This is an optimization exercise on Yosys and OpenROAD, whose aim is small area, a short achievable clock period and few clock cycles per item, not a production implementation. Function was checked by simulation only, so behaviour that the tests miss may differ from the original.

// tbacc
module tbacc (
    input  wire         clk,
    input  wire         rst,
    input  wire         cmd_valid,
    output wire         cmd_ready,
    input  wire [7:0]   cmd_op,
    input  wire [63:0]  cmd_a,
    input  wire [63:0]  cmd_b,
    output wire         rsp_valid,
    output wire [7:0]   rsp_status,
    output wire [63:0]  rsp_data,
    output wire         mem_req,
    output wire         mem_wide,
    output wire [31:0]  mem_addr,
    input  wire         mem_ack,
    input  wire [63:0]  mem_rdata,
    input  wire         mem_err,
    output wire [63:0]  value_o,
    output wire [15:0]  status_o
);
Settings: LEC_CHECK=0, CAP_MARGIN=20, CORE_MARGIN=2, CORE_UTILIZATION=40, PLACE_DENSITY=0.6, SLEW_MARGIN=20, TNS_END_PERCENT=0; clock period 12.5 ns.
standard.sh (not shown) runs the stock make flow with config.mk's settings and CLKGATE_MAP_FILE= SYNTH_SCRIPT=/design/flow/synth_recipe.tcl, a recipe that flattens the netlist after the stock synthesis.
==> flow/flow/run.sh <==
#!/bin/bash
set -euo pipefail
bash standard.sh SETUP_SLACK_MARGIN=9 "BUFFER_PORTS_ARGS=-buffer_cell sky130_fd_sc_hd__buf_1" finish > standard.log 2>&1
Testbench counts at the start, summed over its fixed seeds: cycles 16,276, hashes 384.
Next try:
==> flow/flow/run.sh (replaced) <==
#!/bin/bash
set -euo pipefail
bash standard.sh SETUP_SLACK_MARGIN=9 "BUFFER_PORTS_ARGS=-buffer_cell sky130_fd_sc_hd__buf_4" finish > standard.log 2>&1
Settings changed: CORE_UTILIZATION 40 to 45, PLACE_DENSITY 0.6 to 0.65.
What happened: The changed run produced a clean layout; routed wire length barely changes; sequential share of layout area shrinks by 0.90 points; setup slack gets better by 28 ps.
Next try:
Settings changed: CORE_UTILIZATION 45 to 40, PLACE_DENSITY 0.65 to 0.6, TNS_END_PERCENT 0 to 5.
Effect:
- global-route usage shrinks by 2.1 points
- register-to-register slack improved by 80 ps
- design area grows by 7.3%
- setup slack improved by 75 ps
- wire length grows by 6.7%
Next try:
Settings changed: TNS_END_PERCENT 5 to 0.
=> Synthesized area does not change; maximum frequency drops by 1.4%; utilization shrinks by 3.3 points; non-clock buffer count came out lower by 190.

== north ==
tbacc again, from the RTL that the note above started with.
Design tbacc, start of the top module:
module tbacc (
    input  wire         clk,
    input  wire         rst,
    input  wire         cmd_valid,
    output wire         cmd_ready,
    input  wire [7:0]   cmd_op,
    input  wire [63:0]  cmd_a,
    input  wire [63:0]  cmd_b,
    output wire         rsp_valid,
    output wire [7:0]   rsp_status,
    output wire [63:0]  rsp_data,
    output wire         mem_req,
    output wire         mem_wide,
    output wire [31:0]  mem_addr,
    input  wire         mem_ack,
    input  wire [63:0]  mem_rdata,
    input  wire         mem_err,
    output wire [63:0]  value_o,
    output wire [15:0]  status_o
);
==> flow/config.mk <==
export PLATFORM = sky130hd
export DESIGN_NAME = tbacc
export DESIGN_NICKNAME = tbacc
export VERILOG_FILES = /design/flow/design.v
export SDC_FILE = /design/flow/constraint.sdc
export NUM_CORES = 4
export LEC_CHECK = 0
export CAP_MARGIN = 20
export CORE_MARGIN = 2
export CORE_UTILIZATION = 40
export PLACE_DENSITY = 0.6
export SLEW_MARGIN = 20
export TNS_END_PERCENT = 0
==> flow/constraint.sdc <==
create_clock -name core_clock -period 12.5 [get_ports {clk}]
set_input_delay 2.5000 -clock core_clock [delete_from_list [all_inputs] [get_ports {clk}]]
set_output_delay 2.5000 -clock core_clock [all_outputs]
set_load 0.01 [all_outputs]
==> flow/flow/run.sh <==
#!/bin/bash
set -euo pipefail
bash standard.sh SETUP_SLACK_MARGIN=9.5 "BUFFER_PORTS_ARGS=-buffer_cell sky130_fd_sc_hd__buf_4" finish > standard.log 2>&1
Every stage of the flow completed for north, and the final layout passed the timing, DRC and antenna checks.
Testbench counts of north, summed over its fixed seeds: cycles 16,276, hashes 384.
## Diff of input files: south against north
- changing PLACE_DENSITY from 0.6 to 0.7
==> flow/flow/run.sh <==
#!/bin/bash
set -euo pipefail
bash standard.sh SETUP_SLACK_MARGIN=9 "BUFFER_PORTS_ARGS=-buffer_cell sky130_fd_sc_hd__buf_4" finish > standard.log 2>&1
Results
Against north, south comes in 0.03 ns lower on data arrival time of the critical path.
As far as per-instance average area after synthesis goes, north and south are indistinguishable; the numbers are identical.
Between south and north, the aggregate routed wire length figures differ only marginally.
## Diff of input files: east against south
- swapping 0.7 for 0.65 in PLACE_DENSITY
- swapping 40 for 45 in CORE_UTILIZATION
==> flow/flow/run.sh <==
#!/bin/bash
set -euo pipefail
bash standard.sh SETUP_SLACK_MARGIN=9 "BUFFER_PORTS_ARGS=-buffer_cell sky130_fd_sc_hd__buf_1" finish > standard.log 2>&1
Findings:
In the tables for south and east, aggregate global-route resource usage reads higher with east.
Area after detailed placement, east vs south: down by a few percent
In east the transition time of the tightest slew-check pin turned out 0.054 ns lower than in south.
| worst setup slack | east vs south | worse |
diff inputs: east => west
- setting SYNTH_HIERARCHICAL to 1 for the first time
- changing CORE_UTILIZATION from 45 to 40
- changing PLACE_DENSITY from 0.65 to 0.6
==> flow/flow/run.sh <==
#!/bin/bash
set -euo pipefail
bash standard.sh SETUP_SLACK_MARGIN=9 "BUFFER_PORTS_ARGS=-buffer_cell sky130_fd_sc_hd__buf_4" finish > standard.log 2>&1
[summary]
Register-to-register slack (west over east): increase, 0.11 ns
Comparing west and east, the higher final critical path time including I/O delays and setup was measured on east.
[compare] base=east new=west: initial core utilization decreased 5.1 points, cell count increased 562, final area increased about 10%.
Diff west..east | CTS clock-pin slew for the worst setup and hold paths | negligible
Higher iteration count of the initial detailed-routing pass goes to east over west.

## static timing again, ports no longer ideal
No port has a modelled driver above. Below, the same layouts with a new extraction and two added sets of constraints.
Step 1 (the two cells are an assumption about what drives the block):
set clk [get_ports {clk}]
set_driving_cell -lib_cell sky130_fd_sc_hd__clkbuf_16 $clk
set_driving_cell -lib_cell sky130_fd_sc_hd__buf_2 [delete_from_list [all_inputs] $clk]
Step 2, shift: input delay + t, output delay - t, t = (earliest + latest rising clock arrival at the registers) / 2. This alone moves slack from input paths to output paths.
a / b / c = ideal ports / drivers / drivers and shift; a / b = the first two.
run	t (ns)	setup WS [ns]	worst setup path after step 2	worst register clock-pin slew, ns	pins driven straight from the clock port
the first run of note 1	0.757	8.143 / 8.143 / 7.919	input to register	0.07 / 0.07	1
the second run of note 1	0.744	8.171 / 8.171 / 7.977	input to register	0.07 / 0.07	1
the third run of note 1	0.758	8.246 / 8.246 / 7.733	input to register	0.07 / 0.07	1
the fourth run of note 1	0.761	8.184 / 8.184 / 7.911	input to register	0.07 / 0.07	1
north	0.761	8.184 / 8.184 / 7.911	input to register	0.07 / 0.07	1
south	0.751	8.197 / 8.197 / 7.995	input to register	0.07 / 0.07	1
east	0.756	8.036 / 8.036 / 7.880	input to register	0.07 / 0.07	1
west	0.752	8.143 / 8.143 / 7.845	input to register	0.06 / 0.06	1
After both steps setup and hold are still met in every run listed. The setup slack of the third run of note 1, which loses most, moves by 0.000 ns with the drivers and by -0.513 ns with both steps.
